Source: an optimization exercise on an open RTL-to-GDS flow (aim: small area, a short achievable clock period and few clock cycles). Production flows keep margins and buffers that such runs may drop. The RTL was checked by simulation tests, not by an equivalence proof against the original design. No activity file was given, so power comes from the tool's default toggle rates.

==> flow/flow/run.sh <==
#!/bin/bash
set -euo pipefail
sed 's/SETUP_SLACK_MARGIN=[0-9.]*/SETUP_SLACK_MARGIN=6/' standard.sh > standard_m6.sh
grep -q 'SETUP_SLACK_MARGIN=6 ' standard_m6.sh
bash standard_m6.sh > flow.log 2>&1
==> flow/standard.sh <==
#!/bin/bash
# synth_recipe.tcl (not shown) runs the flow's synth.tcl, then flattens the netlist and writes it again
# the make line also repeats each setting of config.mk as NAME=value (left out here)
make -C /OpenROAD-flow-scripts/flow DESIGN_CONFIG=/design/flow/config.mk WORK_HOME=/design/flow/orfs CLKGATE_MAP_FILE= SYNTH_SCRIPT=/design/flow/synth_recipe.tcl "${@:-finish}"
==> flow/config.mk <==
export PLATFORM = sky130hd
export DESIGN_NAME = hexsum
export DESIGN_NICKNAME = hexsum
export VERILOG_FILES = /design/flow/design.v
export SDC_FILE = /design/flow/constraint.sdc
export NUM_CORES = 4
export LEC_CHECK = 0
export CAP_MARGIN = 20
export CORE_MARGIN = 2
export CORE_UTILIZATION = 40
export CTS_CLUSTER_DIAMETER = 100
export CTS_CLUSTER_SIZE = 24
export SETUP_SLACK_MARGIN = 5
export SLEW_MARGIN = 20
==> flow/constraint.sdc <==
create_clock -name core_clock -period 9.0 [get_ports {clk}]
set_input_delay 1.8000 -clock core_clock [delete_from_list [all_inputs] [get_ports {clk}]]
set_output_delay 1.8000 -clock core_clock [all_outputs]
set_load 0.01 [all_outputs]
==> flow/design.v <==
module hexsum (
    input  wire        clk,
    input  wire        rst,
    input  wire        cmd_valid,
    output wire        cmd_ready,
    input  wire [39:0] cmd_word,
    input  wire [9:0]  cmd_len,
    input  wire        in_valid,
    output wire        in_ready,
    input  wire [7:0]  in_data,
    output reg         rsp_valid,
    input  wire        rsp_ready,
    output reg  [3:0]  rsp_status,
    output reg  [31:0] rsp_value,
    output reg  [9:0]  rsp_len,
    output reg         out_valid,
    input  wire        out_ready,
    output reg  [7:0]  out_data
);
    localparam [3:0] OP_HEXENC = 4'h1, OP_HEXDEC = 4'h2, OP_BYTENC = 4'h3,
                     OP_BYTDEC = 4'h4, OP_CSCLR  = 4'h5, OP_CSADD  = 4'h6,
                     OP_CSRD   = 4'h7, OP_CSCHK  = 4'h8, OP_RDSTAT = 4'h9;
    localparam [3:0] ST_OK = 4'd0, ST_INVARG = 4'd1, ST_INVREC = 4'd5,
                     ST_CSMISM = 4'd6, ST_OVFL = 4'd8;
    function [7:0] hexchar;
        input [3:0] n;
        hexchar = (n < 4'd10) ? (8'h30 + {4'd0, n}) : (8'h37 + {4'd0, n});
    endfunction
    function is_hex;
        input [7:0] c;
        is_hex = (c >= 8'h30 && c <= 8'h39) || (c >= 8'h41 && c <= 8'h46);
    endfunction
    function [3:0] hexval;
        input [7:0] c;
        hexval = (c <= 8'h39) ? c[3:0] : (c[3:0] + 4'd9);
    endfunction
    function [7:0] inc255;
        input [7:0] x;
        inc255 = (x == 8'd254) ? 8'd0 : x + 8'd1;
    endfunction
    function [7:0] dec255;
        input [7:0] x;
        dec255 = (x == 8'd0) ? 8'd254 : x - 8'd1;
    endfunction
    function [7:0] half255;
        input [7:0] x;
        half255 = {x[0], x[7:1]};
    endfunction
    wire [3:0]  i_op   = cmd_word[39:36];
    wire [3:0]  i_arg  = cmd_word[35:32];
    wire [31:0] i_data = cmd_word[31:0];
    wire i_arg0  = (i_arg == 4'd0);
    wire i_d0    = (i_data == 32'd0);
    wire i_dhi0  = (i_data[31:8] == 24'd0);
    wire i_l0    = (cmd_len == 10'd0);
    wire i_mode  = (i_arg == 4'd1 || i_arg == 4'd2);
    reg i_ovfl;
    always @* begin
        case (i_arg)
            4'd0:    i_ovfl = !i_d0;
            4'd1:    i_ovfl = (i_data[31:4]  != 28'd0);
            4'd2:    i_ovfl = !i_dhi0;
            4'd3:    i_ovfl = (i_data[31:12] != 20'd0);
            4'd4:    i_ovfl = (i_data[31:16] != 16'd0);
            4'd5:    i_ovfl = (i_data[31:20] != 12'd0);
            4'd6:    i_ovfl = (i_data[31:24] != 8'd0);
            4'd7:    i_ovfl = (i_data[31:28] != 4'd0);
            default: i_ovfl = 1'b0;
        endcase
    end
    wire i_ok_enc  = (i_op == OP_HEXENC) && (i_arg <= 4'd8) && i_l0;
    wire i_ok_dec  = (i_op == OP_HEXDEC) && i_arg0 && i_d0 && (cmd_len <= 10'd8);
    wire i_ok_benc = (i_op == OP_BYTENC) && i_arg0 && i_d0 && (cmd_len <= 10'd255);
    wire i_ok_bdec = (i_op == OP_BYTDEC) && i_arg0 && i_d0 && (cmd_len <= 10'd510);
    wire i_ok_clr  = (i_op == OP_CSCLR)  && i_arg0 && i_d0 && i_l0;
    wire i_ok_stat = (i_op == OP_RDSTAT) && i_arg0 && i_d0 && i_l0;
    wire i_ok_add  = (i_op == OP_CSADD)  && i_arg0 && i_dhi0 && i_l0;
    wire i_ok_rd   = (i_op == OP_CSRD)   && i_mode && i_d0 && i_l0;
    wire i_ok_chk  = (i_op == OP_CSCHK)  && i_mode && i_dhi0 && i_l0;
    wire i_ill     = !(i_ok_enc | i_ok_dec | i_ok_benc | i_ok_bdec | i_ok_clr |
                       i_ok_stat | i_ok_add | i_ok_rd | i_ok_chk);
    localparam W = 61;
    wire [W-1:0] cin = {
        i_ill,                               
        i_ok_enc & i_ovfl,                   
        i_ok_enc & !i_ovfl & !i_arg0,        
        i_ok_enc & !i_ovfl,                  
        i_ok_dec,                            
        i_ok_benc,                           
        i_ok_bdec,                           
        i_ok_clr,                            
        i_ok_add,                            
        i_ok_rd,                             
        i_ok_chk,                            
        i_ok_stat,                           
        i_l0 | i_ok_benc,                    
        (cmd_len == 10'd1),                  
        (i_arg == 4'd1),                     
        cmd_len,                             
        i_arg,                               
        i_data                               
    };
    reg  [W-1:0] cq0, cq1;
    reg  [1:0]   cqn;
    reg          cmd_ready_q;
    assign cmd_ready = cmd_ready_q;
    wire         cpush = cmd_valid & cmd_ready_q;
    wire         issue;
    wire         hd_ld = issue || (cqn == 2'd0);
    wire [W-1:0] hd_nx = (cqn == 2'd2) ? cq1 : cin;
    wire         cq_two_nx = (cqn == 2'd2) ? !issue : (cqn == 2'd1 && cpush && !issue);
    wire         cq_one_nx = (cqn == 2'd2) ? issue :
                             (cqn == 2'd1) ? (cpush == issue) : cpush;
    always @(posedge clk) begin
        if (rst) begin
            cqn         <= 2'd0;
            cmd_ready_q <= 1'b1;
        end else begin
            cqn         <= {cq_two_nx, cq_one_nx};
            cmd_ready_q <= !cq_two_nx;
        end
        if (hd_ld) cq0 <= hd_nx;
        if (cmd_ready_q) cq1 <= cin;
    end
    reg  [7:0]  iq0, iq1;
    reg  [1:0]  iqn;
    reg         in_ready_q;
    assign in_ready = in_ready_q;
    wire        ipush = in_valid & in_ready_q;
    wire        take;
    wire        iq_two_nx = (iqn == 2'd2) ? !take : (iqn == 2'd1 && ipush && !take);
    wire        iq_one_nx = (iqn == 2'd2) ? take :
                            (iqn == 2'd1) ? (ipush == take) : ipush;
    always @(posedge clk) begin
        if (rst) begin
            iqn        <= 2'd0;
            in_ready_q <= 1'b1;
        end else begin
            iqn        <= {iq_two_nx, iq_one_nx};
            in_ready_q <= !iq_two_nx;
        end
        if (take) begin
            if (iqn == 2'd2)  iq0 <= iq1;
            else if (ipush)   iq0 <= in_data;
        end else if (ipush && iqn == 2'd0) begin
            iq0 <= in_data;
        end
        if (ipush && iqn == 2'd1 && !take) iq1 <= in_data;
    end
    wire        cv      = (cqn != 2'd0);
    wire        k_ill   = cq0[60];
    wire        k_ovfl  = cq0[59];
    wire        k_hexgo = cq0[58];
    wire        k_encok = cq0[57];
    wire        k_dec   = cq0[56];
    wire        k_benc  = cq0[55];
    wire        k_bdec  = cq0[54];
    wire        k_clr   = cq0[53];
    wire        k_add   = cq0[52];
    wire        k_rd    = cq0[51];
    wire        k_chk   = cq0[50];
    wire        k_stat  = cq0[49];
    wire        z0      = cq0[48];
    wire        z0_raw  = (cq0[45:36] == 10'd0);
    wire        m1      = cq0[46];
    wire [9:0]  len     = cq0[45:36];
    wire [3:0]  arg     = cq0[35:32];
    wire [31:0] data    = cq0[31:0];
    reg  [7:0]  acc;
    reg  [3:0]  last;
    reg  [9:0]  rem_c;       
    reg         pd;          
    reg         ol;          
    reg         lo_ph;       
    reg         first;       
    reg  [31:0] dec_val;     
    reg         bad;
    reg  [3:0]  hi_nib;
    reg  [2039:0] ring;
    reg         wst;         
    reg  [7:0]  delta;       
    reg  [7:0]  e_w;         
    reg         wr_ok_q;     
    reg         wpend;       
    reg  [7:0]  w_n;         
    reg         r_act;       
    reg  [7:0]  e_r;         
    reg  [8:0]  rem_r;       
    reg         tap_q;       
    reg         hx_act;      
    reg  [2:0]  hidx;
    reg         lo_pend;     
    reg         hx_pend;     
    reg         be_act;      
    reg  [7:0]  be_rem;
    reg  [3:0]  lo_nib;
    wire out_room = !out_valid | out_ready;
    wire rsp_room = !rsp_valid | rsp_ready;
    wire hx_free  = !r_act & !wpend & !hx_act & !hx_pend;    
    wire src_idle = hx_free & !be_act & !lo_pend;            
    wire [7:0] ich   = iq0;
    wire       ivld  = (iqn != 2'd0);
    wire take_nb = cv && !pd && ivld && !be_act &&
                   (k_bdec ? (!wpend && (!lo_ph || wr_ok_q)) :
                    k_dec  ? (!hx_act && !hx_pend) : 1'b1);
    wire benc_take = be_act && ivld && !lo_pend && out_room;
    assign take  = take_nb || benc_take;
    wire   fin   = cv && (pd || (ol && take_nb));
    wire   benc_go = k_benc && !z0_raw;
    assign issue = fin && rsp_room && (!k_hexgo || hx_free) && (!benc_go || src_idle);
    wire   wr    = take_nb && k_bdec && lo_ph;
    wire        ich_hex = is_hex(ich);
    wire [3:0]  ich_val = hexval(ich);
    wire        bad_f   = bad | (take_nb && !ich_hex);
    wire [31:0] dec_f   = take_nb ? {first ? 28'd0 : dec_val[27:0], ich_val} : dec_val;
    wire [7:0] cs_sel   = m1 ? (8'd0 - acc) : ~acc;
    wire       mismatch = (cs_sel != data[7:0]);
    wire bdec_ok = !bad_f && !len[0];
    reg [3:0]  x_status;
    always @* begin
        if (k_ill)                          x_status = ST_INVARG;
        else if (k_ovfl)                    x_status = ST_OVFL;
        else if (k_dec && bad_f)            x_status = ST_INVREC;
        else if (k_bdec && !bdec_ok)        x_status = ST_INVREC;
        else if (k_chk && mismatch)         x_status = ST_CSMISM;
        else                                x_status = ST_OK;
    end
    wire [31:0] x_value = (k_dec && !bad_f && !z0) ? dec_f :
                          k_rd   ? {24'd0, cs_sel} :
                          k_stat ? {28'd0, last} : 32'd0;
    wire [9:0]  x_len   = k_encok ? {6'd0, arg} :
                          k_benc  ? {len[8:0], 1'b0} :
                          (k_bdec && bdec_ok) ? {1'b0, len[9:1]} : 10'd0;
    wire commit = issue && k_bdec && bdec_ok && !z0;
    wire [7:0] wdata  = {hi_nib, ich_val};
    wire [7:0] e_w_nx = (wr && !wst) ? 8'd0 : inc255(e_w);
    wire [7:0] delta_nx = wr ? 8'd1 : dec255(delta);
    wire       wst_nx = issue ? 1'b0 : (wst | wr);
    wire       promote = wpend && !r_act && !hx_act && !hx_pend && !be_act && !lo_pend;
    wire       rd      = tap_q && out_room;
    wire [7:0] tap_byte = ring[{e_r[7:4], 7'd0} +: 8];
    wire       r_act_nx = promote | (r_act & !(rd & rem_r == 9'd1));
    wire [7:0] e_r_a    = inc255(e_r);           
    wire [7:0] e_r_b    = dec255(e_r);           
    wire [7:0] e_r_p    = inc255(e_w);           
    wire [7:0] e_r_nx   = promote ? e_r_p : rd ? e_r_b : e_r_a;
    wire [8:0] rem_r_nx = promote ? {1'b0, w_n} : rd ? rem_r - 9'd1 : rem_r;
    wire       tap_a    = (e_r_a[3:0] == 4'd0);
    wire       tap_p    = (e_r_p[3:0] == 4'd0);
    wire       tap_nx   = promote ? tap_p : (r_act && !rd && tap_a);
    wire       conf_a   = ({1'b0, half255(inc255(e_r_a))} < rem_r);
    wire       conf_b   = ({1'b0, half255(e_r)} < rem_r - 9'd1);
    wire       conf_p   = ({1'b0, half255(inc255(e_r_p))} < {1'b0, w_n});
    wire       conf_nx  = promote ? conf_p : (r_act && (rd ? conf_b : conf_a));
    wire [3:0] nib_sel = hx_act  ? dec_val[{hidx, 2'b00} +: 4] :
                         lo_pend ? lo_nib : ich[7:4];
    wire       out_ld  = out_room && (hx_act || lo_pend || benc_take || rd);
    always @(posedge clk) begin
        ring <= {ring[2031:0], wr ? wdata : ring[2039:2032]};
        e_w   <= e_w_nx;
        delta <= delta_nx;
        e_r   <= e_r_nx;
        rem_r <= rem_r_nx;
        if (hd_ld) begin
            rem_c <= hd_nx[45:36];
            pd    <= hd_nx[48];
            ol    <= hd_nx[47];
            lo_ph <= 1'b0;
            first <= 1'b1;
            bad   <= 1'b0;
        end else begin
            if (take_nb) begin
                rem_c <= rem_c - 10'd1;
                pd    <= ol;
                ol    <= (rem_c == 10'd2);
            end
            if (take_nb) begin
                lo_ph <= !lo_ph;
                first <= 1'b0;
                if (!ich_hex) bad <= 1'b1;
            end
        end
        if (take_nb) begin
            if (k_dec) dec_val <= dec_f;
            if (k_bdec && !lo_ph) hi_nib <= ich_val;
        end
        if (out_ld) out_data <= r_act ? tap_byte : hexchar(nib_sel);
        if (benc_take) lo_nib <= ich[3:0];
        if (benc_take) be_rem <= be_rem - 8'd1;
        else if (!be_act) be_rem <= len[7:0];
        if (hx_act && out_room) hidx <= hidx - 3'd1;
        if (rsp_room) begin
            rsp_status <= x_status;
            rsp_value  <= x_value;
            rsp_len    <= x_len;
        end
        if (!hx_act && !hx_pend && !k_dec) begin
            hidx    <= arg[2:0] - 3'd1;
            dec_val <= data;
        end
        if (!wpend) w_n <= len[8:1];
        if (rst) begin
            rsp_valid <= 1'b0;
            out_valid <= 1'b0;
            acc       <= 8'd0;
            last      <= ST_OK;
            wst       <= 1'b0;
            wr_ok_q   <= 1'b1;
            wpend     <= 1'b0;
            r_act     <= 1'b0;
            tap_q     <= 1'b0;
            hx_act    <= 1'b0;
            hx_pend   <= 1'b0;
            be_act    <= 1'b0;
            lo_pend   <= 1'b0;
        end else begin
            wst     <= wst_nx;
            wr_ok_q <= (!wst_nx || delta_nx == 8'd0) && !conf_nx;
            r_act   <= r_act_nx;
            tap_q   <= tap_nx;
            if (issue) begin
                rsp_valid <= 1'b1;
                if (!(k_stat && x_status == ST_OK)) last <= x_status;
                if (k_clr) acc <= 8'd0;
                if (k_add) acc <= acc + data[7:0];
                if (k_hexgo) begin
                    if (be_act || lo_pend) hx_pend <= 1'b1;
                    else                   hx_act  <= 1'b1;
                end
                if (benc_go) be_act <= 1'b1;
            end else if (rsp_ready) begin
                rsp_valid <= 1'b0;
            end
            if (commit) wpend <= 1'b1;
            else if (promote) wpend <= 1'b0;
            if (hx_act && out_room && hidx == 3'd0) hx_act <= 1'b0;
            if (hx_pend && !be_act && (!lo_pend || out_room)) begin
                hx_pend <= 1'b0;
                hx_act  <= 1'b1;
            end
            if (benc_take && be_rem == 8'd1) be_act <= 1'b0;
            if (benc_take) lo_pend <= 1'b1;
            else if (lo_pend && out_room) lo_pend <= 1'b0;
            if (out_ld) out_valid <= 1'b1;
            else if (out_ready) out_valid <= 1'b0;
        end
    end
endmodule
==> results of run 1 <==
flip-flops by register name, indices dropped and copies added, names as in the netlist, 9 cells and up:
signal	flops
cq1	61
rem_c	10
dec_val	32
rem_r	9
ring	2040
rsp_value	32
cq0	60
rsp_len	10
worst max path at each step:
stage | endpoint | slack, ps | cells past startpoint
2_1_floorplan | rem_c[6] | 5130 | 7
5_1_grt | wr_ok_q | 5560 | 16
3_3_place_gp | rem_c[5] | 3820 | 7
3_5_place_dp | rem_c[9] | 3730 | 7
6_report | cq0[60] | 5590 | 8
4_1_cts | cq0[60] | 5650 | 8
per-layer routing:
metal | up-vias | global-route usage
met2 | 428 | 0.1755
met3 | 136 | 0.02390
met5 | - | 0
met1 | 12210 | 0.1876
met4 | 2 | 0.03444
li1 | 12380 | -
power by group through the flow:
stage          Clock (mW)  Combinational, mW  Sequential [mW]
2_1_floorplan           0               1.36             11.6
3_3_place_gp            0               1.90             11.8
3_5_place_dp            0               1.92             11.8
4_1_cts              5.38               2.03             11.5
5_1_grt              5.76               2.33             11.5
6_report             5.20               2.14             11.5
final cells by class:
| type | count | area (sq um) | area share |
|---|---|---|---|
| antenna | 3 | 7.507 | 0.0001137 |
| clock buffer | 128 | 2778 | 0.04208 |
| clock inverter | 7 | 118.9 | 0.001801 |
| inverter | 64 | 254.0 | 0.003848 |
| multi-input combinational | 1073 | 8613 | 0.1305 |
| sequential | 2367 | 50130 | 0.7594 |
| tap | 1917 | 2399 | 0.03634 |
| timing repair buffer | 202 | 1709 | 0.02589 |
worst max-delay path, cell delays in order:
cell,delay (ps)
sky130_fd_sc_hd__clkdlybuf4s15_1,230
sky130_fd_sc_hd__nor4_4,280
sky130_fd_sc_hd__nand4_1,230
sky130_fd_sc_hd__or3_4,460
sky130_fd_sc_hd__or4_4,460
sky130_fd_sc_hd__o31ai_4,80
sky130_fd_sc_hd__nor4_2,80
sky130_fd_sc_hd__mux2_4,270
through the flow:
stage / util / hold slack [ps]
5_1_grt: 0.4534 / 315.1
2_1_floorplan: - / 309.6
6_report: 0.4534 / 306.1
4_1_cts: 0.4507 / 310.4
3_3_place_gp: 0.4283 / 309.7
3_5_place_dp: 0.4283 / 312.1
synth_stat cells, types with 5 or more instances:
library cell / instances / area [sq um]
sky130_fd_sc_hd__nand3b_1: 14 / 105.1
sky130_fd_sc_hd__nor2_1: 173 / 649.4
sky130_fd_sc_hd__buf_1: 14 / 52.55
sky130_fd_sc_hd__or4_1: 12 / 90.09
sky130_fd_sc_hd__nand2b_1: 11 / 68.82
sky130_fd_sc_hd__or3_1: 13 / 81.33
sky130_fd_sc_hd__o21ai_0: 64 / 320.3
sky130_fd_sc_hd__mux2i_1: 10 / 100.1
sky130_fd_sc_hd__a21o_1: 6 / 45.04
sky130_fd_sc_hd__clkbuf_1: 53 / 198.9
sky130_fd_sc_hd__mux4_2: 48 / 1081
sky130_fd_sc_hd__nand3_1: 31 / 155.2
sky130_fd_sc_hd__and3_1: 9 / 56.30
sky130_fd_sc_hd__xor2_1: 31 / 271.5
sky130_fd_sc_hd__or2_2: 8 / 50.05
sky130_fd_sc_hd__o21a_1: 7 / 52.55
sky130_fd_sc_hd__a21oi_1: 127 / 635.6
sky130_fd_sc_hd__inv_1: 64 / 240.2
sky130_fd_sc_hd__buf_2: 5 / 25.02
sky130_fd_sc_hd__o41ai_1: 6 / 52.55
sky130_fd_sc_hd__xnor2_1: 42 / 367.9
sky130_fd_sc_hd__a22oi_1: 10 / 75.07
sky130_fd_sc_hd__nand4_1: 12 / 75.07
sky130_fd_sc_hd__mux2_2: 78 / 878.3
sky130_fd_sc_hd__nor2b_1: 11 / 68.82
sky130_fd_sc_hd__nor3_1: 31 / 155.2
sky130_fd_sc_hd__o31ai_1: 11 / 82.58
sky130_fd_sc_hd__dfxtp_1: 2097 / 41980
sky130_fd_sc_hd__nor3b_1: 36 / 270.3
sky130_fd_sc_hd__edfxtp_1: 270 / 8108
sky130_fd_sc_hd__nand2_1: 102 / 382.9
sky130_fd_sc_hd__o22ai_1: 6 / 37.54
sky130_fd_sc_hd__a211oi_1: 11 / 82.58
sky130_fd_sc_hd__o211ai_1: 5 / 37.54
sky130_fd_sc_hd__nor4_1: 22 / 137.6
sky130_fd_sc_hd__a311oi_1: 5 / 43.79
sky130_fd_sc_hd__ha_1: 56 / 700.7
sky130_fd_sc_hd__and2_1: 8 / 50.05
repair_timing:
item,4_1_cts,5_1_grt
endpoints found under the setup margin,269,163
resized for setup,474,63
cloned,6,2
pin swaps,27,23
setup buffers,36,27
cell families (layout without fill, tap and decap cells):
logic type,Yosys count,count (layout),synth area share
xor+xnor,77,77,0.01252
buf+inv,143,401,0.01047
fa+ha+maj,57,57,0.01231
mux,140,140,0.03594
other cells,0,3,0
flops,2367,2367,0.8553
simple gates,509,513,0.04393
compound gates,286,286,0.02955
==> results list, run 1 <==
* Result of the run: finished clean
- Worst-Margin Slew: 1134 ps
* Met1 wire length: 48840 um
* EDFF count, synth: 270
- Minimum clock period after layout: 3406 ps
* Total congestion overflow after global routing: 0
- Number of distinct standard cells referenced by the synthesized netlist: 76
- Endpoints failing hold: 0
- The library cell used most frequently in the layout, excluding fill and tap cells, is sky130_fd_sc_hd__dfxtp_1.
- The startpoint identified for the worst register-to-register timing path is e_w[1].
- Internal portion of total power: 14.24 mW
* Number of stages on the worst hold path: 0
- Path class of the lowest-slack min-delay path: flop to flop
* Die Height: 386.6 um
- After detailed routing, the average wire length per cell comes to 16.19 um.
- Clock power share: 0.276
* Crit path kind: primary input to flop
- In this run the static leakage power is 25.56 nW.
- For this run, the number of Yosys warnings is 1.
* Hold buffers post-CTS: 0
- In this run the mean area of a mapped cell was 16.36 sq um.
- Clock slew seen by the registers of the worst setup and hold paths: 100 ps
- Final Routed Wirelength: 93260 um
* Die area: 149500 sq um
- Excluding fillers, the count of instances in the completed layout stands at 5761.
- Relative to the synthesized area, the layout overhead comes to 12.71%.
- Setup repair after global routing could not meet its margin everywhere.
- Post-synthesis cell count: 3579
- In this run the cell area measured after placement is 62340 sq um.
- The path with the worst hold slack has its endpoint at ring[336].
- Dividing total power by cell area gives a power density of 285.2 nW/um^2.
- Uppermost layer routed: met5
* Switching power summed over all nets: 4.581 mW
* Achievable Freq: 293.6 MHz
- Wire segments on met2 add up to 38480 um in the final route.
- DRC: 0
- First-pass DRT Iterations: 5
* Final count of pins violating max slew: 0
- From left edge to right edge, the die measures 386.6 um.
- Source of the critical timing path: cmd_word[6]
- Global-route wire length before repair: 143600 um
- Fin area: 66000 sq um
* Number of levels in the clock H-tree: 3
- 122 I/O pins were placed.
- For the final routed database, the setup TNS stands at 0 ps.
- Setup slack on the worst reg-to-reg path comes out at 5760 ps.
- In the final design database the tool counted 3937 nets.
* Highest-count cells in the layout ignoring fill and taps: 2083 x sky130_fd_sc_hd__dfxtp_1, 270 x sky130_fd_sc_hd__edfxtp_1, 165 x sky130_fd_sc_hd__nor2_1
- Required time of the critical path: 9480 ps
- Worst-case setup margin in the final layout: 5594 ps
* Placeable core area: 145600 sq um
- The floorplan has 140 rows.
- The count of nets left with antenna violations once routing finished came out at 0.
* Placer Congestion: 0.8141
- Clock tree from TritonCTS: done
* Fin Clk Skew: 46.86 ps
* Largest net degree at the start of global routing: 73
* Global Route Usage Sum: 0.1227
* Largest buffer count on any clock path: 3
* Sw frac: 0.2434
- Counting every net in the synthesized netlist gives 3700.
* Port Buffers: 121
- The worst register-to-register path has a depth of 15.
- The routed layout has 25160 vias.
- In this run, placement finished with an instance count of 5552.
* Count of fill cells added during filler insertion: 12650
* Combinational share of power: 0.113
* Critical register-to-register path endpoint: wr_ok_q
* Share of cells above drive strength 1: 0.1450
- The synthesized netlist occupies a cell area of 58560 sq um.
- The later pin in the worst-skew pair is clocked with a latency of 750 ps.
- Worst-path maximum fanout: 3
- Hold path start: ring[328]
* Final clock period utilization by the worst path: 0.3784
- Among all flip-flop cells after synthesis, the most frequent one is sky130_fd_sc_hd__dfxtp_1.
* Max Cap Viol: 0
- Sequential cell area fraction in the yosys report: 0.8553
- Measured against its own limit, the worst slew margin works out to 0.2429.
- Final setup violation count: 0
* Flop pwr share: 0.610
- Met3 routed wirelength: 3846 um
* Share of async-settable or async-resettable flops after synthesis: 0
- The wire-length estimate of the detail-placed layout is 55930 um.
- The initial antenna violation count was 5.
- Data arrival time of the worst path: 3890 ps
- The number of global-route vias before repair came to 24600.
- The worst setup path is launched from a primary input.
- Crit path capture type: flop
* Starting Density: 0.4023
- Clock Root Buffer: sky130_fd_sc_hd__clkbuf_16
* Num CTS Buffers: 108
- Clock Sinks: 2367
- First-iteration detailed-routing DRC count: 1598
- Prior to clock tree synthesis, the placed netlist has a worst setup slack of 3731 ps.
- Dividing the detail-routed via count by the number of cells gives 4.368.
- Worst ir drop on vdd: 179.5 uV
- The synthesized design contains 2367 register bits.
* Total power draw: 18.82 mW
Testbench counts, summed over its fixed seeds: cycles 29,474.
==> run 2: changes to the inputs <==
--- a/flow/design.v
+++ b/flow/design.v
@@ -79,7 +79,7 @@
     wire i_ok_chk  = (i_op == OP_CSCHK)  && i_mode && i_dhi0 && i_l0;
     wire i_ill     = !(i_ok_enc | i_ok_dec | i_ok_benc | i_ok_bdec | i_ok_clr |
                        i_ok_stat | i_ok_add | i_ok_rd | i_ok_chk);
-    localparam W = 61;
+    localparam W = 51;
     wire [W-1:0] cin = {
         i_ill,                               
         i_ok_enc & i_ovfl,                   
@@ -96,9 +96,8 @@
         i_l0 | i_ok_benc,                    
         (cmd_len == 10'd1),                  
         (i_arg == 4'd1),                     
-        cmd_len,                             
         i_arg,                               
-        i_data                               
+        i_l0 ? i_data : {22'd0, cmd_len}     
     };
     reg  [W-1:0] cq0, cq1;
     reg  [1:0]   cqn;
@@ -148,22 +147,22 @@
         if (ipush && iqn == 2'd1 && !take) iq1 <= in_data;
     end
     wire        cv      = (cqn != 2'd0);
-    wire        k_ill   = cq0[60];
-    wire        k_ovfl  = cq0[59];
-    wire        k_hexgo = cq0[58];
-    wire        k_encok = cq0[57];
-    wire        k_dec   = cq0[56];
-    wire        k_benc  = cq0[55];
-    wire        k_bdec  = cq0[54];
-    wire        k_clr   = cq0[53];
-    wire        k_add   = cq0[52];
-    wire        k_rd    = cq0[51];
-    wire        k_chk   = cq0[50];
-    wire        k_stat  = cq0[49];
-    wire        z0      = cq0[48];
-    wire        z0_raw  = (cq0[45:36] == 10'd0);
-    wire        m1      = cq0[46];
-    wire [9:0]  len     = cq0[45:36];
+    wire        k_ill   = cq0[50];
+    wire        k_ovfl  = cq0[49];
+    wire        k_hexgo = cq0[48];
+    wire        k_encok = cq0[47];
+    wire        k_dec   = cq0[46];
+    wire        k_benc  = cq0[45];
+    wire        k_bdec  = cq0[44];
+    wire        k_clr   = cq0[43];
+    wire        k_add   = cq0[42];
+    wire        k_rd    = cq0[41];
+    wire        k_chk   = cq0[40];
+    wire        k_stat  = cq0[39];
+    wire        z0      = cq0[38];
+    wire        z0_raw  = (cq0[9:0] == 10'd0);
+    wire        m1      = cq0[36];
+    wire [9:0]  len     = cq0[9:0];
     wire [3:0]  arg     = cq0[35:32];
     wire [31:0] data    = cq0[31:0];
     reg  [7:0]  acc;
@@ -262,9 +261,9 @@
         e_r   <= e_r_nx;
         rem_r <= rem_r_nx;
         if (hd_ld) begin
-            rem_c <= hd_nx[45:36];
-            pd    <= hd_nx[48];
-            ol    <= hd_nx[47];
+            rem_c <= hd_nx[9:0];
+            pd    <= hd_nx[38];
+            ol    <= hd_nx[37];
             lo_ph <= 1'b0;
             first <= 1'b1;
             bad   <= 1'b0;
==> results list, run 2 <==
* Cells traversed along the worst timing path: inv_1, ha_1, and4_4, nor2_4, inv_2, or3_4, o31ai_2, a21oi_1, a31o_2, ha_4, a21o_1, a211o_1, a2111oi_2, o221ai_1, and3_1
* Port Buffers: 121
- The routed design has 92240 um of wire.
* Top cells by area in the synthesized netlist: sky130_fd_sc_hd__dfxtp_1 73%, sky130_fd_sc_hd__edfxtp_1 13%, sky130_fd_sc_hd__mux4_2 1.9%, sky130_fd_sc_hd__ha_1 1.2%, sky130_fd_sc_hd__a21oi_1 1.1%
- After layout, the worst setup slack is 5709 ps.
* Minimum clock period after layout: 3291 ps
- The floorplan step set the die height to 384.4 um.
* Kind of launch point of the worst setup path: flop
* Global-route wire length before repair: 142000 um
* Count of standard-cell rows: 139
- Adder and majority cell fraction of the synthesized area: 0.01245
* Core occupancy in the finished layout: 0.4560
- Most frequent standard cell in the layout excluding fill and tap cells: sky130_fd_sc_hd__dfxtp_1
- Largest buffer count on any clock path: 3
- Final setup violation count: 0
- Starting Density: 0.4029
- Endpoints failing hold: 0
* Global Route Usage Sum: 0.1233
- In the final layout, the registers with the most flip-flops are ring: 2040 flops, cq1: 51 flops, cq0: 50 flops.
- The tree is rooted in a sky130_fd_sc_hd__clkbuf_16.
- Total congestion overflow after global routing: 0
- Static power due to leakage: 25.50 nW
- The initial antenna violation count came to 6.
- By startpoint and endpoint, the worst setup path is classified as flop to flop.
- In the finished design, the share of the clock period the worst path needs comes to 0.3657.
- After clock tree synthesis, the clock-pin slew on the worst setup and hold paths is 100 ps.
- The register with the most flip-flops in the layout has 2040 of them.
- In the routed layout, each cell is associated on average with a via count of 4.387.
- Fraction of the mapped netlist area in simple logic gates: 0.04823
- Fin Clk Skew: 22.14 ps
- CP max-delay cell: sky130_fd_sc_hd__or3_4
* Highest-count cells in the layout ignoring fill and taps: 2081 x sky130_fd_sc_hd__dfxtp_1, 250 x sky130_fd_sc_hd__edfxtp_1, 167 x sky130_fd_sc_hd__nor2_1
* Area used by multi-input combinational logic: 8613 sq um
* Clock Sinks: 2347
* Most instantiated flip-flop cell in the synthesis netlist: sky130_fd_sc_hd__dfxtp_1
- The tool flagged a number of max-cap violations equal to 0.
* Area after DPL: 61650 sq um
- R2R Path Start: e_w[0]
* Pre-CTS setup slack: 4046 ps
- Share of async-settable or async-resettable flops after synthesis: 0
* Area share of the largest cell type after synthesis: 0.7253
- Num CTS Buffers: 108
* Slew margin rel.: 0.2545
- The max-slew violation count was 0.
- Worst-skew pair later-pin latency: 730 ps
- Hold buffers post-CTS: 0
- On the worst path, the slowest cell contributes a delay of 400 ps.
* Net Count, Synth: 3709
- After synthesis the cells add up to 57880 sq um.
- sky130_fd_sc_hd__dfxtp_1 is the most common cell in the netlist.
- Die area: 147800 sq um
- The number of different library cells used by synthesis comes to 73.
- The average instance in the mapped netlist occupies 16.13 sq um.
- The floorplan step set the die width to 384.4 um.
* Worst ir drop on vdd: 177.7 uV
- Storage element area: 49540 sq um
- At the pin with the least slew margin, the transition time is 1117 ps.
- For this run, the number of Yosys warnings is 1.
* Clock tree from TritonCTS: done
- Final antenna-violating net count: 0
- Entering global routing, the biggest net connects 65 pins.
- Placer Congestion: 0.8175
* Data arrival time of the worst path: 3920 ps
* Ratio of total power to cell area: 289.5 nW/um^2
- DRC: 0
- Via count: 25290
- The most critical setup path has its startpoint at e_w[0].
- Multiplexer fraction of the synthesized cell area: 0.03165
- First-iteration detailed-routing DRC count: 1458
* Achievable Freq: 303.8 MHz
- Of the total synthesized cell area, the portion taken by XOR and XNOR cells is 0.01198.
- Sum of negative setup slack: 0 ps
* Count of fill cells added during filler insertion: 12550
* Number of synthesized register bits: 2347
* Placeable core area: 143700 sq um
* Nets: 3955
- Fin area: 65510 sq um
* Main combinational cell family by area after synthesis: simple AND/OR/NAND/NOR gates
- The number of antenna diodes in the final layout is 0.
- STA puts the critical path data required time at 9620 ps.
- Of all nets on the critical path, the largest fanout is 5.
- First-pass DRT Iterations: 16
- WL/cell: 16.00 um
- Biggest area consumer among synthesized cells: sky130_fd_sc_hd__dfxtp_1
* Area added between synthesis and finish: 13.17%
- Counting both buffers and inverters, the worst setup path holds a total of 2.
- Sequential cell area fraction in the yosys report: 0.8550
* Crit path capture type: flop
* Estimated wirelength of the detail-placed design: 54970 um
- In this run the count of I/O pins placed on the die edge is 122.
- Fraction of the mapped netlist area in compound gates: 0.03115
- Share of cells above drive strength 1: 0.1385
- Result of the run: finished clean
- The commonest cells after synthesis are 2097 x sky130_fd_sc_hd__dfxtp_1, 250 x sky130_fd_sc_hd__edfxtp_1, 173 x sky130_fd_sc_hd__nor2_1.
- Grouping stages by cell kind, the critical path spends the most delay in compound AO/OA/AOI/OAI gates.
- RSZ-0062 raised after global routing: true
* Register bank with the most flops: ring
* Number of levels in the clock H-tree: 3
- Post-synthesis cell count: 3588
- Hold path start: ring[458]
- Path class of the lowest-slack min-delay path: flop to flop
- EDFF count, synth: 250
- The number of global-route vias before repair was 24380.
==> run 2: changes by cell type after synthesis, sizes merged, moves of 7 or more <==
cell / change
a21o: +13
and2: +24
clkbuf: +9
edfxtp: -20
mux2: -26
nand2: +25
nor3: -7
nor4: +8
o21ai: -10
or3: -7
or4: -9
xnor2: +12
xor2: -11
==> run 2: cell families (layout without fill, tap and decap cells) <==
family	Yosys count	in the layout
DFF	2347	2347
and+or+nand+nor	552	555
AOI/OAI and AO/OA	297	297
buffers and inverters	143	415
muxes	116	116
xor gates and xnor gates	76	76
adders and majority gates	57	57
==> run 2: layout make-up <==
type	count	area share
inverter	60	0.003782
clock inverter	9	0.002540
clock buffer	130	0.04317
tap	1903	0.03635
multi-input combinational	1101	0.1315
timing repair buffer	215	0.02640
timing repair inverter	1	0.0001337
sequential	2347	0.7562
==> run 2: metal layers <==
layer  vias to the layer above  wire [um]  share of wire  global-route usage
met1                     12290      47690           0.52              0.1881
met4                         2       2288          0.025             0.03754
met5                         -         16        0.00017                   0
li1                      12410          -              -                   -
met2                       445      38130           0.41              0.1751
met3                       145       4113          0.045             0.02460
==> run 2: final timing paths <==
kind	to	slack (ps)	cells past startpoint
min	ring[466]	320	0
max reg2reg	wr_ok_q	5710	15
max	wr_ok_q	5710	15
min reg2reg	ring[466]	320	0
==> run 2: power by group <==
part / internal [mW] / switching [mW] / leakage, nW
Sequential: 11.1 / 0.381 / 19.6
Clock: 2.24 / 3.01 / 1.45
Combinational: 0.953 / 1.32 / 4.46
Total: 14.2 / 4.71 / 25.5
==> run 2: through the flow <==
step / hold WS (ps) / cells / power [mW]
after floorplan: 309.6 / 3588 / 12.90
after global placement: 309.8 / 5545 / 13.72
after detailed placement: 312.1 / 5545 / 13.75
after CTS: 306.7 / 5752 / 19.14
after global routing: 312.8 / 5766 / 19.77
final: 315.2 / 5766 / 18.96
==> run 2: what timing repair did <==
action,in CTS,in global routing
gates resized for setup,440,70
setup endpoints to repair,282,122
gates cloned,6,0
pin swaps,39,25
setup buffers,62,14
==> run 2: worst reg2reg max path, stage by stage (launching register included) <==
cell                        delay, ps
sky130_fd_sc_hd__dfxtp_4          370
sky130_fd_sc_hd__inv_1             40
sky130_fd_sc_hd__ha_1             210
sky130_fd_sc_hd__and4_4           230
sky130_fd_sc_hd__nor2_4           100
sky130_fd_sc_hd__inv_2             70
sky130_fd_sc_hd__or3_4            400
sky130_fd_sc_hd__o31ai_2          230
sky130_fd_sc_hd__a21oi_1           90
sky130_fd_sc_hd__a31o_2           250
sky130_fd_sc_hd__ha_4             220
sky130_fd_sc_hd__a21o_1           150
sky130_fd_sc_hd__a211o_1          270
sky130_fd_sc_hd__a2111oi_2        210
sky130_fd_sc_hd__o221ai_1         190
sky130_fd_sc_hd__and3_1           180
Testbench counts of run 2, summed over its fixed seeds: cycles 29,474.
==> run 3: changes to the inputs <==
--- a/flow/design.v
+++ b/flow/design.v
@@ -46,6 +46,14 @@
         input [7:0] x;
         half255 = {x[0], x[7:1]};
     endfunction
+    function [7:0] add128;
+        input [7:0] x;
+        add128 = (x < 8'd127) ? x + 8'd128 : x - 8'd127;
+    endfunction
+    function [7:0] sub128;
+        input [7:0] x;
+        sub128 = (x < 8'd128) ? x + 8'd127 : x - 8'd128;
+    endfunction
     wire [3:0]  i_op   = cmd_word[39:36];
     wire [3:0]  i_arg  = cmd_word[35:32];
     wire [31:0] i_data = cmd_word[31:0];
@@ -68,34 +76,29 @@
             default: i_ovfl = 1'b0;
         endcase
     end
-    wire i_ok_enc  = (i_op == OP_HEXENC) && (i_arg <= 4'd8) && i_l0;
-    wire i_ok_dec  = (i_op == OP_HEXDEC) && i_arg0 && i_d0 && (cmd_len <= 10'd8);
-    wire i_ok_benc = (i_op == OP_BYTENC) && i_arg0 && i_d0 && (cmd_len <= 10'd255);
-    wire i_ok_bdec = (i_op == OP_BYTDEC) && i_arg0 && i_d0 && (cmd_len <= 10'd510);
-    wire i_ok_clr  = (i_op == OP_CSCLR)  && i_arg0 && i_d0 && i_l0;
-    wire i_ok_stat = (i_op == OP_RDSTAT) && i_arg0 && i_d0 && i_l0;
-    wire i_ok_add  = (i_op == OP_CSADD)  && i_arg0 && i_dhi0 && i_l0;
-    wire i_ok_rd   = (i_op == OP_CSRD)   && i_mode && i_d0 && i_l0;
-    wire i_ok_chk  = (i_op == OP_CSCHK)  && i_mode && i_dhi0 && i_l0;
-    wire i_ill     = !(i_ok_enc | i_ok_dec | i_ok_benc | i_ok_bdec | i_ok_clr |
-                       i_ok_stat | i_ok_add | i_ok_rd | i_ok_chk);
-    localparam W = 51;
+    reg i_ill;
+    always @* begin
+        case (i_op)
+            OP_HEXENC: i_ill = (i_arg > 4'd8) || !i_l0;
+            OP_HEXDEC: i_ill = !i_arg0 || !i_d0 || (cmd_len > 10'd8);
+            OP_BYTENC: i_ill = !i_arg0 || !i_d0 || (cmd_len[9:8] != 2'd0);
+            OP_BYTDEC: i_ill = !i_arg0 || !i_d0 || (cmd_len > 10'd510);
+            OP_CSCLR,
+            OP_RDSTAT: i_ill = !i_arg0 || !i_d0 || !i_l0;
+            OP_CSADD:  i_ill = !i_arg0 || !i_dhi0 || !i_l0;
+            OP_CSRD:   i_ill = !i_mode || !i_d0 || !i_l0;
+            OP_CSCHK:  i_ill = !i_mode || !i_dhi0 || !i_l0;
+            default:   i_ill = 1'b1;
+        endcase
+    end
+    localparam W = 45;
     wire [W-1:0] cin = {
         i_ill,                               
-        i_ok_enc & i_ovfl,                   
-        i_ok_enc & !i_ovfl & !i_arg0,        
-        i_ok_enc & !i_ovfl,                  
-        i_ok_dec,                            
-        i_ok_benc,                           
-        i_ok_bdec,                           
-        i_ok_clr,                            
-        i_ok_add,                            
-        i_ok_rd,                             
-        i_ok_chk,                            
-        i_ok_stat,                           
-        i_l0 | i_ok_benc,                    
+        i_ovfl,                              
+        i_l0,                                
         (cmd_len == 10'd1),                  
         (i_arg == 4'd1),                     
+        i_op,                                
         i_arg,                               
         i_l0 ? i_data : {22'd0, cmd_len}     
     };
@@ -147,21 +150,22 @@
         if (ipush && iqn == 2'd1 && !take) iq1 <= in_data;
     end
     wire        cv      = (cqn != 2'd0);
-    wire        k_ill   = cq0[50];
-    wire        k_ovfl  = cq0[49];
-    wire        k_hexgo = cq0[48];
-    wire        k_encok = cq0[47];
-    wire        k_dec   = cq0[46];
-    wire        k_benc  = cq0[45];
-    wire        k_bdec  = cq0[44];
-    wire        k_clr   = cq0[43];
-    wire        k_add   = cq0[42];
-    wire        k_rd    = cq0[41];
-    wire        k_chk   = cq0[40];
-    wire        k_stat  = cq0[39];
-    wire        z0      = cq0[38];
-    wire        z0_raw  = (cq0[9:0] == 10'd0);
-    wire        m1      = cq0[36];
+    wire        k_ill   = cq0[44];
+    wire [3:0]  op      = cq0[39:36];
+    wire        k_enc   = !k_ill && op == OP_HEXENC;
+    wire        k_ovfl  = k_enc && cq0[43];
+    wire        k_encok = k_enc && !cq0[43];
+    wire        k_hexgo = k_encok && cq0[35:32] != 4'd0;
+    wire        k_dec   = !k_ill && op == OP_HEXDEC;
+    wire        k_benc  = !k_ill && op == OP_BYTENC;
+    wire        k_bdec  = !k_ill && op == OP_BYTDEC;
+    wire        k_clr   = !k_ill && op == OP_CSCLR;
+    wire        k_add   = !k_ill && op == OP_CSADD;
+    wire        k_rd    = !k_ill && op == OP_CSRD;
+    wire        k_chk   = !k_ill && op == OP_CSCHK;
+    wire        k_stat  = !k_ill && op == OP_RDSTAT;
+    wire        z0      = cq0[42];
+    wire        m1      = cq0[40];
     wire [9:0]  len     = cq0[9:0];
     wire [3:0]  arg     = cq0[35:32];
     wire [31:0] data    = cq0[31:0];
@@ -178,13 +182,14 @@
     reg  [2039:0] ring;
     reg         wst;         
     reg  [7:0]  delta;       
-    reg  [7:0]  e_w;         
     reg         wr_ok_q;     
     reg         wpend;       
     reg  [7:0]  w_n;         
     reg         r_act;       
     reg  [7:0]  e_r;         
     reg  [8:0]  rem_r;       
+    reg  [7:0]  h_r;
+    reg  [7:0]  h_w;
     reg         tap_q;       
     reg         hx_act;      
     reg  [2:0]  hidx;
@@ -199,13 +204,13 @@
     wire src_idle = hx_free & !be_act & !lo_pend;            
     wire [7:0] ich   = iq0;
     wire       ivld  = (iqn != 2'd0);
-    wire take_nb = cv && !pd && ivld && !be_act &&
+    wire take_nb = cv && !pd && ivld && !be_act && !k_benc &&
                    (k_bdec ? (!wpend && (!lo_ph || wr_ok_q)) :
                     k_dec  ? (!hx_act && !hx_pend) : 1'b1);
     wire benc_take = be_act && ivld && !lo_pend && out_room;
     assign take  = take_nb || benc_take;
-    wire   fin   = cv && (pd || (ol && take_nb));
-    wire   benc_go = k_benc && !z0_raw;
+    wire   fin   = cv && (pd || k_benc || (ol && take_nb));
+    wire   benc_go = k_benc && !z0;
     assign issue = fin && rsp_room && (!k_hexgo || hx_free) && (!benc_go || src_idle);
     wire   wr    = take_nb && k_bdec && lo_ph;
     wire        ich_hex = is_hex(ich);
@@ -232,7 +237,6 @@
                           (k_bdec && bdec_ok) ? {1'b0, len[9:1]} : 10'd0;
     wire commit = issue && k_bdec && bdec_ok && !z0;
     wire [7:0] wdata  = {hi_nib, ich_val};
-    wire [7:0] e_w_nx = (wr && !wst) ? 8'd0 : inc255(e_w);
     wire [7:0] delta_nx = wr ? 8'd1 : dec255(delta);
     wire       wst_nx = issue ? 1'b0 : (wst | wr);
     wire       promote = wpend && !r_act && !hx_act && !hx_pend && !be_act && !lo_pend;
@@ -241,29 +245,31 @@
     wire       r_act_nx = promote | (r_act & !(rd & rem_r == 9'd1));
     wire [7:0] e_r_a    = inc255(e_r);           
     wire [7:0] e_r_b    = dec255(e_r);           
-    wire [7:0] e_r_p    = inc255(e_w);           
+    wire [7:0] e_r_p    = dec255({h_w[6:0], h_w[7]});   
     wire [7:0] e_r_nx   = promote ? e_r_p : rd ? e_r_b : e_r_a;
     wire [8:0] rem_r_nx = promote ? {1'b0, w_n} : rd ? rem_r - 9'd1 : rem_r;
     wire       tap_a    = (e_r_a[3:0] == 4'd0);
     wire       tap_p    = (e_r_p[3:0] == 4'd0);
     wire       tap_nx   = promote ? tap_p : (r_act && !rd && tap_a);
-    wire       conf_a   = ({1'b0, half255(inc255(e_r_a))} < rem_r);
-    wire       conf_b   = ({1'b0, half255(e_r)} < rem_r - 9'd1);
-    wire       conf_p   = ({1'b0, half255(inc255(e_r_p))} < {1'b0, w_n});
-    wire       conf_nx  = promote ? conf_p : (r_act && (rd ? conf_b : conf_a));
+    wire       conf_a   = ({1'b0, h_r} < rem_r);
+    wire       conf_p   = (h_w < w_n);
+    wire       conf_nx  = promote ? conf_p : (r_act && conf_a && !(rd && h_r == 8'd0));
+    wire [7:0] h_r_nx   = promote ? add128(h_w) : rd ? sub128(h_r) : add128(h_r);
+    wire [7:0] h_w_nx   = (wr && !wst) ? 8'd1 : add128(h_w);
     wire [3:0] nib_sel = hx_act  ? dec_val[{hidx, 2'b00} +: 4] :
                          lo_pend ? lo_nib : ich[7:4];
     wire       out_ld  = out_room && (hx_act || lo_pend || benc_take || rd);
     always @(posedge clk) begin
         ring <= {ring[2031:0], wr ? wdata : ring[2039:2032]};
-        e_w   <= e_w_nx;
+        h_r   <= h_r_nx;
+        h_w   <= h_w_nx;
         delta <= delta_nx;
         e_r   <= e_r_nx;
         rem_r <= rem_r_nx;
         if (hd_ld) begin
             rem_c <= hd_nx[9:0];
-            pd    <= hd_nx[38];
-            ol    <= hd_nx[37];
+            pd    <= hd_nx[42];
+            ol    <= hd_nx[41];
             lo_ph <= 1'b0;
             first <= 1'b1;
             bad   <= 1'b0;
==> results list, run 3 <==
* First-iteration detailed-routing DRC count: 1363
- Ratio of total power to cell area: 273.8 nW/um^2
- The mapped netlist covers 57700 sq um.
* Share of async-settable or async-resettable flops after synthesis: 0
- Minimum clock period after layout: 3344 ps
- Die area: 147300 sq um
- Across the whole layout, storage elements account for 49380 sq um.
- Hold path start: ring[476]
- Clock power share: 0.292
- STA puts the critical path data required time at 9500 ps.
- FF-to-FF setup slack: 6110 ps
* Most common cell in the synthesized netlist: sky130_fd_sc_hd__dfxtp_1
* Final antenna-violating net count: 0
- For this run, the register share of the synthesized area comes to 0.8554.
- Post-synthesis cell count: 3566
- After detailed routing, the number of remaining DRC violations is 0.
* Worst Hold End: ring[484]
- Worst-skew pair later-pin latency: 740 ps
- Final clock period utilization by the worst path: 0.3715
* Num CTS Buffers: 107
- The synthesized netlist contains 91 unique library cells.
- Data on the critical path arrives at its endpoint at 3850 ps.
- Average footprint of a synthesized cell: 16.18 sq um
* Hold slack: 296.5 ps
- Largest registers in the final layout: ring: 2040 flops, cq1: 45 flops, cq0: 44 flops
- Fin Clk Skew: 45.07 ps
- Number of stages on the worst hold path: 0
* Area share of the largest cell type after synthesis: 0.7279
- In this run, synthesis inferred 245 flip-flops with an integrated enable.
- Of the cells placed in the final design, the portion with a size suffix greater than 1 is 0.1157.
- Placer Congestion: 0.8169
* Number of levels in the clock H-tree: 3
* Nets: 3901
- When the netlist entered floorplanning its net count stood at 3681.
- Clock Root Buffer: sky130_fd_sc_hd__clkbuf_16
- After detailed routing, the number of vias per cell comes to 4.305.
- The critical path is of the primary input to flop type.
- After clock tree synthesis, the clock-pin slew on the worst setup and hold paths is 100 ps.
- Endpoints failing hold: 0
* Clock Sinks: 2343
* Global-route wire length before repair: 137100 um
* Placeable core area: 143300 sq um
* Kind of launch point of the worst setup path: primary input
- Setup violations remaining at the end of the flow were counted as 0.
* Area used by multi-input combinational logic: 8239 sq um
- Total of warnings raised by yosys: 1
- In this run the count of I/O pins placed on the die edge is 122.
- Of all nets on the critical path, the largest fanout is 4.
- Cell internal power was estimated by the tool at 13.68 mW.
* Largest buffer count on any clock path: 3
- The count of buffers added on input and output ports is 121.
- The commonest cells after synthesis are 2098 x sky130_fd_sc_hd__dfxtp_1, 245 x sky130_fd_sc_hd__edfxtp_1, 162 x sky130_fd_sc_hd__nor2_1.
* Hold buffers post-CTS: 0
- Number of synthesized register bits: 2343
- Critical register-to-register path endpoint: out_data[2]
- Most frequent standard cell in the layout excluding fill and tap cells: sky130_fd_sc_hd__dfxtp_1
- Highest-count cells in the layout ignoring fill and taps: 2091 x sky130_fd_sc_hd__dfxtp_1, 245 x sky130_fd_sc_hd__edfxtp_1, 156 x sky130_fd_sc_hd__nor2_1
* Count of standard-cell rows: 139
- Sw frac: 0.2298
- Counting flops per register, the top entry is ring.
* Starting Density: 0.4026
- Number of global-route vias before repair: 23640
* Largest register FFs: 2040
- Of the total power, combinational logic draws 0.079.
* Die Height: 383.8 um
- Final Routed Wirelength: 88210 um
* Total congestion overflow after global routing: 0
* Largest net degree at the start of global routing: 69
- Achievable Freq: 299.1 MHz
- Final count of pins violating max slew: 0
- After filler insertion, the fill cell instance count of the layout stands at 12530.
* Path class of the lowest-slack min-delay path: flop to flop
- The most critical setup path has its startpoint at cmd_word[32].
- After legalization and detailed placement, the total HPWL measured 53460 um.
* Switching power summed over all nets: 4.081 mW
* Crit path capture type: flop
- Worst Reg2Reg Path Length in Cells: 8
* Die Span X: 383.8 um
* Via count: 24640
* Fin area: 64860 sq um
- Most instantiated flip-flop cell in the synthesis netlist: sky130_fd_sc_hd__dfxtp_1
* Clock tree from TritonCTS: done
- R2R Path Start: hidx[0]
- Relative to the synthesized area, the layout overhead comes to 12.42%.
- The analysis attributes to cell leakage a power of 25.24 nW.
- Top cells by area in the synthesized netlist: sky130_fd_sc_hd__dfxtp_1 73%, sky130_fd_sc_hd__edfxtp_1 13%, sky130_fd_sc_hd__mux4_2 1.9%, sky130_fd_sc_hd__a21oi_1 1.4%, sky130_fd_sc_hd__ha_1 1.1%
- Result of the run: finished clean
* Sum of negative setup slack: 0 ps
* Worst ir drop on vdd: 168.6 uV
- The pre-antenna-repair detailed-routing pass consisted of 5 iterations.
* Max Cap Viol: 0
- RSZ-0062 raised after global routing: true
- Area after DPL: 61390 sq um
- In the global route stage, overall resource usage came out at 0.1188.
- The share of total power dissipated in sequential elements is 0.630.
- The largest total area in the synthesized netlist belongs to sky130_fd_sc_hd__dfxtp_1.
- At the pin with the least slew margin, the transition time is 851.4 ps.
- Initial antenna violation count: 11
- After detailed routing, the average wire length per cell comes to 15.42 um.
- In this run the tightest slew margin relative to its limit is 0.4324.
## run 3: cell types whose count changed after synthesis, moves of 10 or more
cell / change
sky130_fd_sc_hd__o21ai_1: +14
sky130_fd_sc_hd__a21oi_1: +26
sky130_fd_sc_hd__o21ai_0: -24
sky130_fd_sc_hd__nand2_1: -14
sky130_fd_sc_hd__clkbuf_1: -10
sky130_fd_sc_hd__mux2_2: -18
sky130_fd_sc_hd__nor2_1: -11
sky130_fd_sc_hd__nor4_1: -10
## run 3: cells by family (layout without fill, tap and decap cells)
group           count (synthesis)  in the layout  synth area share
simple gates                  527            530           0.04701
other cells                     0              6                 0
mux                           107            107           0.03006
xor+xnor                       78             78           0.01234
flops                        2343           2343            0.8554
fa+ha+maj                      51             51           0.01119
buf+inv                       146            389           0.01060
compound gates                314            315           0.03335
## run 3: routing by layer
metal,global-route usage,vias up,share of wire
li1,-,12300,-
met1,0.1837,11740,0.52
met2,0.1637,437,0.40
met3,0.02573,150,0.051
met4,0.03725,10,0.025
met5,0,-,0.00076
## run 3: stage by stage
stage / worst slack (ps) / util / cells / total power [mW]
after floorplan: 5226 / - / 3566 / 12.22
after global placement: 4085 / 0.4284 / 5528 / 12.73
after detailed placement: 4077 / 0.4284 / 5528 / 12.75
after CTS: 5660 / 0.4509 / 5700 / 17.91
after global routing: 5640 / 0.4525 / 5717 / 18.47
final: 5656 / 0.4526 / 5722 / 17.76
## run 3: worst max-delay path by stage
stage	end	slack, ps
4_1_cts	out_data[6]	5660
5_1_grt	cq0[44]	5640
6_report	cq0[44]	5660
2_1_floorplan	cq0[44]	5230
3_5_place_dp	cq0[40]	4080
3_3_place_gp	cq0[21]	4080
## run 3: worst max-delay path: stages
cell and delay [ps]:
sky130_fd_sc_hd__buf_8 100, sky130_fd_sc_hd__or4_4 510, sky130_fd_sc_hd__or3_4 420, sky130_fd_sc_hd__nor3_4 230, sky130_fd_sc_hd__nand4b_1 120, sky130_fd_sc_hd__a32oi_1 240
sky130_fd_sc_hd__a32oi_1 150, sky130_fd_sc_hd__mux2_4 280
## run 3: cell type report
cell class,count,share of cell area
clock buffers,129,0.04288
multi-input cells,1081,0.1270
clock inverters,7,0.002295
repair buffers,186,0.02531
flip-flops and latches,2343,0.7612
well taps,1903,0.03671
inverters,66,0.004205
diodes,6,0.0002315
repair inverters,1,0.0001350
## run 3: what timing repair did
| item | CTS | global route |
|---|---|---|
| setup buffers | 28 | 16 |
| gates resized for setup | 352 | 34 |
| pin swaps | 20 | 16 |
| endpoints found under the setup margin | 335 | 144 |
| cloned | 8 | 0 |
## run 3: power by group through the flow
stage	logic [mW]	clock network, mW	registers, mW
floorplan	0.961	0	11.3
global placement	1.30	0	11.4
detailed placement	1.31	0	11.4
CTS	1.38	5.35	11.2
global route	1.53	5.72	11.2
finish	1.40	5.18	11.2
Testbench counts of run 3, summed over its fixed seeds: cycles 29,474.
==> run 4: changes to the inputs <==
==> flow/run.sh (new file) <==
#!/bin/bash
# synth_recipe.tcl (not shown) runs the flow's synth.tcl, then flattens the netlist and writes it again
# the make line also repeats each setting of config.mk as NAME=value (left out here)
make -C /OpenROAD-flow-scripts/flow DESIGN_CONFIG=/design/flow/config.mk WORK_HOME=/design/flow/orfs CLKGATE_MAP_FILE= SYNTH_SCRIPT=/design/flow/synth_recipe.tcl finish
removed: flow/flow/run.sh
removed: flow/standard.sh
==> results list, run 4 <==
* Die Height: 383.8 um
* DRC: 0
- The H-tree was split into 3 levels.
- The detail route stage leaves a number of antenna-violating nets equal to 0.
- Count of fill cells added during filler insertion: 12590
- Worst path buffer plus inverter count: 2
- ring holds more flip-flops than any other register.
- Measured against its own limit, the worst slew margin works out to 0.3281.
* Clock Sinks: 2343
- Area used by multi-input combinational logic: 7771 sq um
* Result of the run: finished clean
* Achievable Freq: 259.8 MHz
- The worst hold path passes through 0 cells.
- Total congestion overflow after global routing: 0
* Most instantiated flip-flop cell in the synthesis netlist: sky130_fd_sc_hd__dfxtp_1
- Global Route Usage Sum: 0.1171
- In this run the static leakage power is 24.60 nW.
- Hold timing on the final database bottoms out at a slack of 302.7 ps.
- Max Cap Viol: 0
* WL/cell: 15.38 um
* Boundary pin count: 122
- Wires add up to 87090 um.
* Fin Clk Skew: 39.50 ps
- In the final layout, flip-flops and latches occupy 49360 sq um.
- Clock slew seen by the registers of the worst setup and hold paths: 100 ps
- Of the total power, the clock network draws 0.295.
- Port buffering added 121 buffers.
- Sequential cell area fraction in the yosys report: 0.8554
- At the end of routability-driven placement, the weighted congestion stood at 0.8122.
- Kind of launch point of the worst setup path: flop
- Die area: 147300 sq um
- The detailed router placed 24540 vias in this run.
- Compared with the post-synthesis result, the final layout area differs by 11.06%.
- Area share of the largest cell type after synthesis: 0.7279
- Endpoints failing hold: 0
- Average footprint of a synthesized cell: 16.18 sq um
* Initial antenna violation count: 9
* Placeable core area: 143300 sq um
- Main combinational cell family by area after synthesis: simple AND/OR/NAND/NOR gates
* Cell area after synthesis: 57700 sq um
- Total of warnings raised by yosys: 1
- Starting Density: 0.4026
- The number of global-route vias before repair is 23520.
* Worst-skew pair later-pin latency: 740 ps
* Fraction of the mapped netlist area in simple logic gates: 0.04701
- Largest net degree at the start of global routing: 72
- For this run, the post-layout net count is 3848.
- Critical path depth: 2
- Minimum clock period after layout: 3848 ps
- The max-slew violation count came to 0.
- Of the total power, the share spent switching nets is 0.2273.
* RSZ-0062 raised after global routing: false
- The worst-case IR drop observed on VDD is 214.6 uV.
* Biggest area consumer among synthesized cells: sky130_fd_sc_hd__dfxtp_1
- The synthesized netlist contains 91 unique library cells.
- Delay of the slowest cell on the worst path: 610 ps
- Using the TritonRoute via totals, the vias-per-cell ratio works out to 4.333.
* Combinational share of power: 0.072
* Ratio of total power to cell area: 276.3 nW/um^2
* Largest registers in the final layout: ring: 2040 flops, cq1: 45 flops, cq0: 44 flops
* Pre-CTS setup slack: 3674 ps
* Xor and xnor area share after synthesis: 0.01234
- EDFF count, synth: 245
- Number of synthesized register bits: 2343
* Most numerous cell types in the synthesized netlist: 2098 x sky130_fd_sc_hd__dfxtp_1, 245 x sky130_fd_sc_hd__edfxtp_1, 162 x sky130_fd_sc_hd__nor2_1
* Share of async-settable or async-resettable flops after synthesis: 0
* Worst-Margin Slew: 1008 ps
* Die Span X: 383.8 um
- The analysis attributes to net switching a power of 4.024 mW.
* Clock Root Buffer: sky130_fd_sc_hd__clkbuf_16
- CP max-delay cell: sky130_fd_sc_hd__clkdlybuf4s50_1
- Internal power comes to 13.68 mW.
* Path class of the lowest-slack min-delay path: flop to flop
- Worst-path maximum fanout: 49
- Adding up every negative setup slack in the final design gives 0 ps.
- Count of standard-cell rows: 139
- Worst Reg2Reg Path Length in Cells: 7
- First-pass DRT Iterations: 7
- The compound-cell area share of the yosys netlist came to 0.03335.
- Adder and majority cell fraction of the synthesized area: 0.01119
* First-iteration detailed-routing DRC count: 1760
* Cell class contributing the biggest share of worst-path delay: buffers and inverters
- Post-synthesis cell count: 3566
* Largest buffer count on any clock path: 3
- Data arrival time of the worst path: 2050 ps
- Hold buffers post-CTS: 0
- Of the available clock period, the critical path in the final layout requires 0.4276.
* Global-route wire length before repair: 135700 um
- Most common cell in the synthesized netlist: sky130_fd_sc_hd__dfxtp_1
* Crit path kind: flop to output pin
* Num CTS Buffers: 107
- Estimated wirelength of the detail-placed design: 53880 um
- The library cell used most frequently in the layout, excluding fill and tap cells, is sky130_fd_sc_hd__dfxtp_1.
- Counting every net in the synthesized netlist gives 3681.
- Multiplexer fraction of the synthesized cell area: 0.03006
- Final setup violation count: 0
- Top cells by area in the synthesized netlist: sky130_fd_sc_hd__dfxtp_1 73%, sky130_fd_sc_hd__edfxtp_1 13%, sky130_fd_sc_hd__mux4_2 1.9%, sky130_fd_sc_hd__a21oi_1 1.4%, sky130_fd_sc_hd__ha_1 1.1%
- Cells traversed along the worst timing path: buf_8, clkdlybuf4s50_1
* Worst-case setup margin in the final layout: 5152 ps
- Of the total power, registers draw 0.634.
- Largest register FFs: 2040
- Crit path capture type: output pin
- In the final layout, the share of cells above drive strength 1 is 0.06837.
- Highest-count cells in the layout ignoring fill and taps: 2094 x sky130_fd_sc_hd__dfxtp_1, 245 x sky130_fd_sc_hd__edfxtp_1, 162 x sky130_fd_sc_hd__nor2_1
* Required time of the critical path: 7200 ps
- TritonCTS built the clock tree.
-- run 4: per-stage QoR --
step                      utilization  power [mW]  instance area (sq um)  std cells
after global routing           0.4471       18.45                  64080       5662
after floorplan                     -       12.19                  57710       3566
after detailed placement       0.4262       12.73                  61080       5525
after CTS                      0.4470       17.91                  64050       5661
final                          0.4472       17.71                  64080       5663
after global placement         0.4262       12.72                  61080       5525
-- run 4: area by class of cell --
| cell class | instances | share of cell area |
|---|---|---|
| Sequential cell | 2343 | 0.7703 |
| Multi-Input combinational cell | 1077 | 0.1213 |
| Clock buffer | 132 | 0.04522 |
| Tap cell | 1903 | 0.03716 |
| Timing Repair Buffer | 138 | 0.02113 |
| Inverter | 66 | 0.003944 |
| Clock inverter | 3 | 0.0008982 |
| Antenna cell | 1 | 0.00003905 |
-- run 4: power by group through the flow --
| stage | Sequential [mW] | Combinational [mW] | Clock (mW) |
|---|---|---|---|
| after floorplan | 11.3 | 0.934 | 0 |
| after global placement | 11.5 | 1.25 | 0 |
| after detailed placement | 11.5 | 1.26 | 0 |
| after CTS | 11.2 | 1.27 | 5.41 |
| after global routing | 11.3 | 1.39 | 5.78 |
| final | 11.2 | 1.27 | 5.22 |
-- run 4: worst register-to-register path, cell delays in order, from the launching register on --
cell and delay (ps):
sky130_fd_sc_hd__edfxtp_1 540, sky130_fd_sc_hd__nor2_1 370, sky130_fd_sc_hd__o2111ai_1 270, sky130_fd_sc_hd__nand4_4 140, sky130_fd_sc_hd__buf_4 630, sky130_fd_sc_hd__nand2_1 280
sky130_fd_sc_hd__ha_1 280, sky130_fd_sc_hd__o21bai_1 610
-- run 4: worst paths after layout --
| path | startpoint | end | slack [ps] |
|---|---|---|---|
| min reg2reg | ring[397] | ring[405] | 300 |
| max reg2reg | cq0[44] | iq0[5] | 5490 |
| min | ring[397] | ring[405] | 300 |
| max | cmd_ready_q | cmd_ready | 5150 |
-- run 4: cell families after synthesis --
group	after synthesis
flip-flops	2343
adder cells (fa/ha/maj)	51
AO/OA/AOI/OAI	314
AND/OR/NAND/NOR	527
buffers and inverters	146
multiplexers	107
XOR/XNOR	78
-- run 4: layer usage --
layer	wire (um)	up-vias	part of all wire	track usage
li1	-	12170	-	-
met1	44860	11810	0.52	0.1786
met2	35610	425	0.41	0.1650
met3	4835	122	0.056	0.02864
met4	1719	12	0.020	0.02977
met5	74	-	0.00085	0
-- run 4: repair_timing --
| item | CTS | global route |
|---|---|---|
| resized for setup | 3 | 3 |
| hold endpoints to repair | 0 | 0 |
| endpoints found under the setup margin | 60 | 12 |
| buffers inserted | 1 | 0 |
| pin swaps | 1 | 0 |

## port drivers added, routing unchanged
No port has a modelled driver above. Below, the same layouts with a new extraction and two added sets of constraints.
Step 1 sets driving cells, clkbuf_16 on the clock port and buf_2 on the other inputs (assumed; they add their load-dependent delay and slew).
Step 2 adds t to the input delays and takes it off the output delays; t is the mean of the earliest and latest rising clock arrival at the registers after step 1. Input paths then give back, and output paths get back, about the clock's delay inside the block.
Slacks: no drivers / after step 1 / after step 2; pairs: no drivers / after step 1.
| run | shift t [ns] | slack for setup (ns) | latest minus earliest clock arrival (ns) | pins driven straight from the clock port |
|---|---|---|---|---|
| run 1 | 0.806 | 5.594 / 5.629 / 4.823 | 0.056 / 0.056 | 1 |
| run 2 | 0.792 | 5.709 / 5.677 / 5.055 | 0.030 / 0.030 | 1 |
| run 3 | 0.786 | 5.656 / 5.643 / 4.890 | 0.050 / 0.049 | 1 |
| run 4 | 0.789 | 5.152 / 5.084 / 4.364 | 0.045 / 0.046 | 1 |
After both steps every run listed still meets setup and hold. The setup slack of run 4, which loses most, moves by -0.068 ns with the drivers and by -0.788 ns with both steps.
